This is an optimization exercise on Yosys and OpenROAD, whose aim is small area, a short achievable clock period and few clock cycles per item, not a production implementation. The RTL of this run was laid out without a check of its function. Power is estimated from default activity; no workload was simulated.

**design/flow/design.v**
```verilog
module dither_stream #(
    parameter MAX_W = 128
) (
    input  wire        clk,
    input  wire        rst,           
    input  wire [7:0]  cfg_width,     
    input  wire [7:0]  cfg_height,    
    input  wire [1:0]  cfg_mode,      
    input  wire        cfg_in_fmt,    
    input  wire        in_valid,
    output reg         in_ready,
    input  wire [23:0] in_data,       
    output reg         out_valid,
    input  wire        out_ready,
    output reg  [7:0]  out_data,
    output reg         out_last       
);
    localparam MODE_BAYER = 2'd1;
    localparam MODE_FS    = 2'd2;
    wire accept   = in_valid && in_ready;
    wire transfer = out_valid && out_ready;
    reg [7:0] cw, ch;
    reg [1:0] cmode;
    reg       cfmt;
    always @(posedge clk) begin
        cw    <= cfg_width;
        ch    <= cfg_height;
        cmode <= cfg_mode;
        cfmt  <= cfg_in_fmt;
    end
    reg        v0;
    reg [23:0] d0;
    always @(posedge clk) begin
        d0 <= in_data;
        v0 <= !rst && accept;
    end
    wire [7:0]  ch_b = d0[7:0];
    wire [7:0]  ch_g = d0[15:8];
    wire [7:0]  ch_r = d0[23:16];
    wire [21:0] luma_sum = 22'd4899 * ch_r + 22'd9617 * ch_g + 22'd1868 * ch_b + 22'd8192;
    wire [7:0]  gray0 = cfmt ? ch_b : luma_sum[21:14];
    reg  [7:0] xc, yc;
    wire [7:0] xc1 = xc + 8'd1;
    wire [7:0] yc1 = yc + 8'd1;
    wire       lastc0 = (xc1 == cw);
    wire       lastr0 = (yc1 == ch);
    always @(posedge clk) begin
        if (rst) begin
            xc <= 8'd0;
            yc <= 8'd0;
        end else if (v0) begin
            if (lastc0) begin
                xc <= 8'd0;
                yc <= lastr0 ? 8'd0 : yc1;
            end else begin
                xc <= xc1;
            end
        end
    end
    reg       v1;
    reg [7:0] g1;
    reg       firstc1, lastc1, firstr1, lastr1;
    reg [3:0] pos1;
    always @(posedge clk) begin
        v1      <= !rst && v0;
        g1      <= gray0;
        firstc1 <= (xc == 8'd0);
        lastc1  <= lastc0;
        firstr1 <= (yc == 8'd0);
        lastr1  <= lastr0;
        pos1    <= {yc[1:0], xc[1:0]};
    end
    reg [7:0] bayer_thr;
    always @(*) begin
        case (pos1)
            4'h0: bayer_thr = 8'd0;
            4'h1: bayer_thr = 8'd127;
            4'h2: bayer_thr = 8'd32;
            4'h3: bayer_thr = 8'd159;
            4'h4: bayer_thr = 8'd191;
            4'h5: bayer_thr = 8'd64;
            4'h6: bayer_thr = 8'd223;
            4'h7: bayer_thr = 8'd96;
            4'h8: bayer_thr = 8'd48;
            4'h9: bayer_thr = 8'd175;
            4'hA: bayer_thr = 8'd16;
            4'hB: bayer_thr = 8'd143;
            4'hC: bayer_thr = 8'd239;
            4'hD: bayer_thr = 8'd112;
            4'hE: bayer_thr = 8'd207;
            default: bayer_thr = 8'd80;
        endcase
    end
    wire bayer_white = (g1 > bayer_thr);
    function signed [7:0] share;
        input signed [9:0] e;
        input [3:0] w;
        reg [9:0] mag;
        reg [13:0] prod;
        reg [7:0] q;
        begin
            mag  = e[9] ? -e : e;
            prod = mag * w + 14'd7;
            q    = prod[11:4];
            share = e[9] ? -q : q;
        end
    endfunction
    reg  signed [7:0] err_right;      
    wire signed [7:0] line_out;       
    wire visited = !lastr1 && !firstc1 && !lastc1;
    wire signed [7:0] err_above = firstr1 ? 8'sd0 : line_out;
    wire signed [9:0] fs_value  = $signed({2'b00, g1}) + err_above + err_right;
    wire              fs_white  = (fs_value >= 10'sd128);
    wire signed [9:0] fs_error  = visited ? fs_value - (fs_white ? 10'sd255 : 10'sd0) : 10'sd0;
    reg  signed [9:0] e1;             
    reg  signed [7:0] sum_c;          
    reg  signed [7:0] sum_d;          
    wire signed [7:0] push = share(e1, 4'd3) + sum_c;    
    always @(posedge clk) begin
        if (v1) begin
            err_right <= share(fs_error, 4'd7);
            e1        <= fs_error;
            sum_c     <= firstc1 ? 8'sd0 : share(e1, 4'd5) + sum_d;
            sum_d     <= firstc1 ? 8'sd0 : share(e1, 4'd1);
        end
    end
    wire [7:0] dl_len = cw - 8'd3;
    wire       dl_big = (dl_len >= 8'd62) && !dl_len[7];
    reg        sel62;
    reg  [5:0] selb;
    always @(posedge clk) begin
        sel62 <= dl_big;
        selb  <= dl_big ? dl_len[5:0] - 6'd62 : dl_len[5:0];
    end
    reg  [7:0] seg62 [0:61];
    reg  [7:0] seg32 [0:31];
    reg  [7:0] seg16 [0:15];
    reg  [7:0] seg8  [0:7];
    reg  [7:0] seg4  [0:3];
    reg  [7:0] seg2  [0:1];
    reg  [7:0] seg1;
    reg  [7:0] dl_out;
    wire [7:0] in62 = push;
    wire [7:0] in32 = sel62   ? seg62[61] : in62;
    wire [7:0] in16 = selb[5] ? seg32[31] : in32;
    wire [7:0] in8  = selb[4] ? seg16[15] : in16;
    wire [7:0] in4  = selb[3] ? seg8[7]   : in8;
    wire [7:0] in2  = selb[2] ? seg4[3]   : in4;
    wire [7:0] in1  = selb[1] ? seg2[1]   : in2;
    wire [7:0] inO  = selb[0] ? seg1      : in1;
    integer i;
    always @(posedge clk) begin
        if (v1) begin
            seg62[0] <= in62;
            for (i = 1; i < 62; i = i + 1) seg62[i] <= seg62[i-1];
            seg32[0] <= in32;
            for (i = 1; i < 32; i = i + 1) seg32[i] <= seg32[i-1];
            seg16[0] <= in16;
            for (i = 1; i < 16; i = i + 1) seg16[i] <= seg16[i-1];
            seg8[0] <= in8;
            for (i = 1; i < 8; i = i + 1) seg8[i] <= seg8[i-1];
            seg4[0] <= in4;
            for (i = 1; i < 4; i = i + 1) seg4[i] <= seg4[i-1];
            seg2[0] <= in2;
            seg2[1] <= seg2[0];
            seg1    <= in1;
            dl_out  <= inO;
        end
    end
    assign line_out = dl_out;
    wire [7:0] fs_out = visited ? (fs_white ? 8'd255 : 8'd0) : g1;
    reg [7:0] res1;
    always @(*) begin
        case (cmode)
            MODE_BAYER: res1 = bayer_white ? 8'd255 : 8'd0;
            MODE_FS:    res1 = fs_out;
            default:    res1 = g1;
        endcase
    end
    wire last1 = lastc1 && lastr1;
    reg [8:0] q0, q1, q2;
    reg [1:0] qn;                     
    wire head_free = !out_valid || out_ready;
    wire [8:0] inc = {last1, res1};
    always @(posedge clk) begin
        if (rst) begin
            out_valid <= 1'b0;
            qn        <= 2'd0;
        end else if (head_free) begin
            if (qn != 2'd0) begin
                {out_last, out_data} <= q0;
                out_valid <= 1'b1;
                q0 <= (qn == 2'd1) ? inc : q1;
                q1 <= (qn == 2'd2) ? inc : q2;
                q2 <= inc;
                qn <= v1 ? qn : qn - 2'd1;
            end else begin
                {out_last, out_data} <= inc;
                out_valid <= v1;
            end
        end else if (v1) begin
            case (qn)
                2'd0: q0 <= inc;
                2'd1: q1 <= inc;
                default: q2 <= inc;
            endcase
            qn <= qn + 2'd1;
        end
    end
    reg  [2:0] n_fly;
    wire [2:0] n_next = n_fly + {2'b00, accept} - {2'b00, transfer};
    always @(posedge clk) begin
        if (rst) begin
            n_fly    <= 3'd0;
            in_ready <= 1'b1;
        end else begin
            n_fly    <= n_next;
            in_ready <= (n_next <= 3'd3);
        end
    end
endmodule
```
**design/flow/run.sh**
```bash
#!/bin/bash
# synth_recipe.tcl (not shown) runs the flow's synth.tcl, then flattens the netlist and writes it again
# the make line also repeats each setting of config.mk as NAME=value (left out here)
make -C /OpenROAD-flow-scripts/flow DESIGN_CONFIG=/design/flow/config.mk WORK_HOME=/design/flow/orfs CLKGATE_MAP_FILE= SYNTH_SCRIPT=/design/flow/synth_recipe.tcl finish
```
**design/flow/config.mk**
```make
export PLATFORM = sky130hd
export DESIGN_NAME = dither_stream
export DESIGN_NICKNAME = dither_stream
export VERILOG_FILES = /design/flow/design.v
export SDC_FILE = /design/flow/constraint.sdc
export NUM_CORES = 4
export LEC_CHECK = 0
export CAP_MARGIN = 20
export CORE_MARGIN = 2
export CORE_UTILIZATION = 40
export SLEW_MARGIN = 20
```
**design/flow/constraint.sdc**
```tcl
create_clock -name core_clock -period 18.0 [get_ports {clk}]
set_input_delay 3.6000 -clock core_clock [delete_from_list [all_inputs] [get_ports {clk}]]
set_output_delay 3.6000 -clock core_clock [all_outputs]
set_load 0.01 [all_outputs]
```
==> run summary <==
-- layout make-up --
type                    instances  area share [%]
repair buffers                 74            1.36
clock buffers                 142            5.77
multi-input cells            1234            21.1
clock inverters                72            1.68
flip-flops and latches       1170            64.5
inverters                     285            2.03
well taps                    1524            3.59
diodes                          1         0.00472
-- final timing paths --
| check | end | slack [ns] | depth (start not counted) |
|---|---|---|---|
| worst max-delay path | err_right[7]$_DFFE_PP_ | 9.61 | 35 |
| worst min-delay path | seg4[1][3]$_DFFE_PP_ | 0.39 | 0 |
| worst max register to register | err_right[7]$_DFFE_PP_ | 9.61 | 35 |
| worst min register to register | seg4[1][3]$_DFFE_PP_ | 0.39 | 0 |
-- stage by stage --
step	hold WS (ns)	total power [mW]	setup WS, ns
detailed placement	0.405	7.66	9.64
global route	0.412	10.8	9.05
global placement	0.401	7.55	9.86
floorplan	0.400	6.65	3.27
CTS	0.390	10.2	9.63
finish	0.394	10.1	9.61
-- registers in the layout (all words and copies together), names as in the netlist, 8 cells and up --
name,cells
sum_c,8
g1,8
out_data,8
seg62,496
d0,24
err_right,8
e1,10
sum_d,8
yc,8
ch,8
seg2,16
seg16,128
cw,8
seg8,64
q2,9
seg32,256
dl_out,8
seg4,32
seg1,8
q0,9
q1,9
xc,8
-- cells in the mapped netlist, types with 11 or more instances --
master,n
a21oi_1,73
nor2b_1,23
o22ai_1,13
nor3_1,25
xnor2_1,102
inv_1,279
and2_1,12
mux2i_1,16
clkbuf_1,29
nor2_1,98
o31ai_1,11
edfxtp_1,1078
a21o_1,33
nand2_1,96
xor2_1,51
o21ai_0,69
nand2b_1,18
nand3_1,17
mux2_2,57
ha_1,267
fa_1,103
dfxtp_1,92
-- worst reg2reg max path, delay by kind of cell (launching register included) --
family                   cells  cell delay, ns
adder cells (fa/ha/maj)      7            2.48
buffers and inverters        4            0.51
AO/OA/AOI/OAI               14            2.89
XOR/XNOR                     2            0.30
flip-flops                   1            0.47
AND/OR/NAND/NOR              8            1.46
-- logic make-up (layout without fill, tap and decap cells) --
kind of cell	Yosys count	after routing	share of synthesized area (%)
multiplexers	75	75	1.78
AO/OA/AOI/OAI	285	285	3.98
other	0	1	0
flip-flops	1170	1170	73.4
XOR/XNOR	155	155	2.98
adder cells (fa/ha/maj)	371	371	11.6
buffers and inverters	320	573	2.60
AND/OR/NAND/NOR	348	348	3.62
-- power by group --
group	switching, mW	leakage [nW]	internal, mW
clock	1.01	1.91	1.44
combinational	2.49	6.83	1.73
sequential	0.0942	10.2	3.31
total	3.60	19.0	6.48
-- layer usage --
metal | wire length, um | GRT usage, % | up-vias
met2 | 35300 | 19.9 | 361
met3 | 2920 | 2.53 | 122
met4 | 1720 | 3.96 | 0
met5 | 0 | 0 | -
li1 | - | - | 10255
met1 | 36100 | 17.8 | 10848
==> impl_metrics.csv <==
group,metric,value,unit
timing,worst_slew_margin_rel,29.2,%
min_path,hp-class,"register to register",
timing,post-route-min-period,8.39,ns
setup_path,worst_r2r_startpoint,"firstr1$_DFF_P_",
global_route,initial_antenna_violation_count,1,
route,detailroute.via_count,21586,
synthesis,yosysUniqueCellTypes,79,
route,drc,0,
route,drtIter0Drc,1574,
synthesis,synth_largest_type_area_fraction,69.5,%
clock_network,path_clk_slew,0.06,ns
synthesis,yosys-top-cells-area,"edfxtp_1, ha_1, fa_1, dfxtp_1, inv_1",
global_route,grt_use_total,12.7,%
route,drt-wirelength-per-cell,16.9,um
run,max_cap_viol_count,0,
die,start_util,40.2,%
min_path,holdCritStartpoint,"seg4[0][3]$_DFFE_PP_",
route,route.final.wire_length,76.0,mm
timing,number_of_hold_violations_in_the_final_report,0,
cells_and_area,final_core_util,45.8,%
pwr,vdd_ir_drop_max,0.000152,V
setup_path,critPathLaunchType,"register",
synthesis,synth_top_area_cell,"edfxtp_1",
synthesis,yosys_warnings,7,
setup_path,crit_path_max_incr_delay,0.52,ns
clock_network,root_buffer,"clkbuf_16",
setup_path,timing.critical_path.to_type,"register",
pwr,cellLeakagePower,19.0,nW
run_status,run_status,"timing/DRC/antenna clean",
timing,rsz0062_at_grt,"no",
cells_and_area,finalInstanceArea,0.0531,sq mm
die,std_cell_rows,125,
setup_path,crit_type,"register to register",
route,ant_nets,0,
setup_path,path_common_cell,"ha_1",
place,gpl.final_weighted_congestion,0.823,
cells_and_area,ff_latch_area,0.0342,sq mm
timing,maxSlewViolCount,0,
timing,max_slew.worst_pin.slew,1.06,ns
global_route,grt_first_pass_wirelength,121,mm
setup_path,worst-path-max-fanout,10,
place,port-buffer-count,57,
place,place_inst,4287,
synthesis,synth.yosys.seq_area_share,73.4,%
clock_network,clock_latency,0.72,ns
synthesis,synth_top_flop_cell,"edfxtp_1",
clock_network,postCtsSetupBuffers,0,
synthesis,syn_area,0.0466,sq mm
cells_and_area,num-fill-cells,9717,
cells_and_area,design.final.nets,3295,
clock_network,ctsHtreeMaxLevel,3,
setup_path,cp_top_family,"compound AO/OA/AOI/OAI gates",
timing,setup_tns_final,0,ns
setup_path,critPathSlowestCell,"fa_1",
synthesis,synth.ff_latch_count,1170,
global_route,grt_start_max_net_pins,180,
clock_network,cts.repair.resized,0,
synthesis,number_of_cells_produced_by_synthesis,2724,
place,hpwl,48.0,mm
die,die_h,345,um
clock_network,clock-sinks,1170,
cells_and_area,multi_input_comb_area,0.0112,sq mm
synthesis,synth_nets,3141,
clock_network,maximum_buffer_depth_of_the_clock_tree,3,
setup_path,timing.critical_path.from,"firstr1$_DFF_P_",
die,core,0.116,sq mm
place,placement.cell_area,0.0491,sq mm
pwr,power.density_cell_area,190,mW/mm^2
cells_and_area,final_layout_size_suffix_gt1_share,9.54,%
cells_and_area,most_common_cell_after_layout_fill_and_taps_aside,"edfxtp_1",
synthesis,number_of_synthesized_flops_with_an_enable_pin,1078,
timing,fin_worst_skew,0.0388,ns
clock_network,cts_hold_repair.buffers,0,
cells_and_area,area.growth.synth_to_final,13.9,%
clock_network,cts_tree,"done",
route,detail_route.vias_per_cell,4.79,
setup_path,cp.buffers_inverters,4,
timing,setup_viol,0,
cells_and_area,most_frequent_cells_in_the_layout,"edfxtp_1, inv_1, ha_1, clkbuf_16, fa_1",
timing,fin_crit_sh,46.6,%
clock_network,cts_buffers,113,
timing,max_freq,119,MHz
route,dr.pass1.iters,5,
global_route,via_count_of_the_first_global_routing_pass,22047,
die,boundaryPins,58,
global_route,gr-total-overflow,0,
setup_path,crit_arrival,8.84,ns
setup_path,cp_data_required_time,18.46,ns
die,die_area,0.119,sq mm
synthesis,ys_async_sr_fraction,0,%
die,dieWidth,345,um
synthesis,syn_avg_cell_area,17.1,sq um
cells_and_area,stdcell_count,4502,

==> re-timing with driven ports <==
In the flow no input, the clock included, has a driving cell. The finished layout below was timed again as built, in two steps.
Step 1 sets driving cells, clkbuf_16 on the clock port and buf_2 on the other inputs (assumed; they add their load-dependent delay and slew).
Step 2 adds t to the input delays and takes it off the output delays; t is the mean of the earliest and latest rising clock arrival at the registers after step 1. Input paths then give back, and output paths get back, about the clock's delay inside the block.
Slacks: ideal / step 1 / step 2; pairs: ideal / step 1.
shift t [ns]: 0.768
slack for setup (ns): 9.614 / 9.614 / 9.614
worst setup path at the end: register to register
worst data-port slew with drivers (ns): 0.06
After both steps setup and hold are still met in this run. The setup slack of this run moves by 0.000 ns with the drivers and by 0.000 ns with both steps.
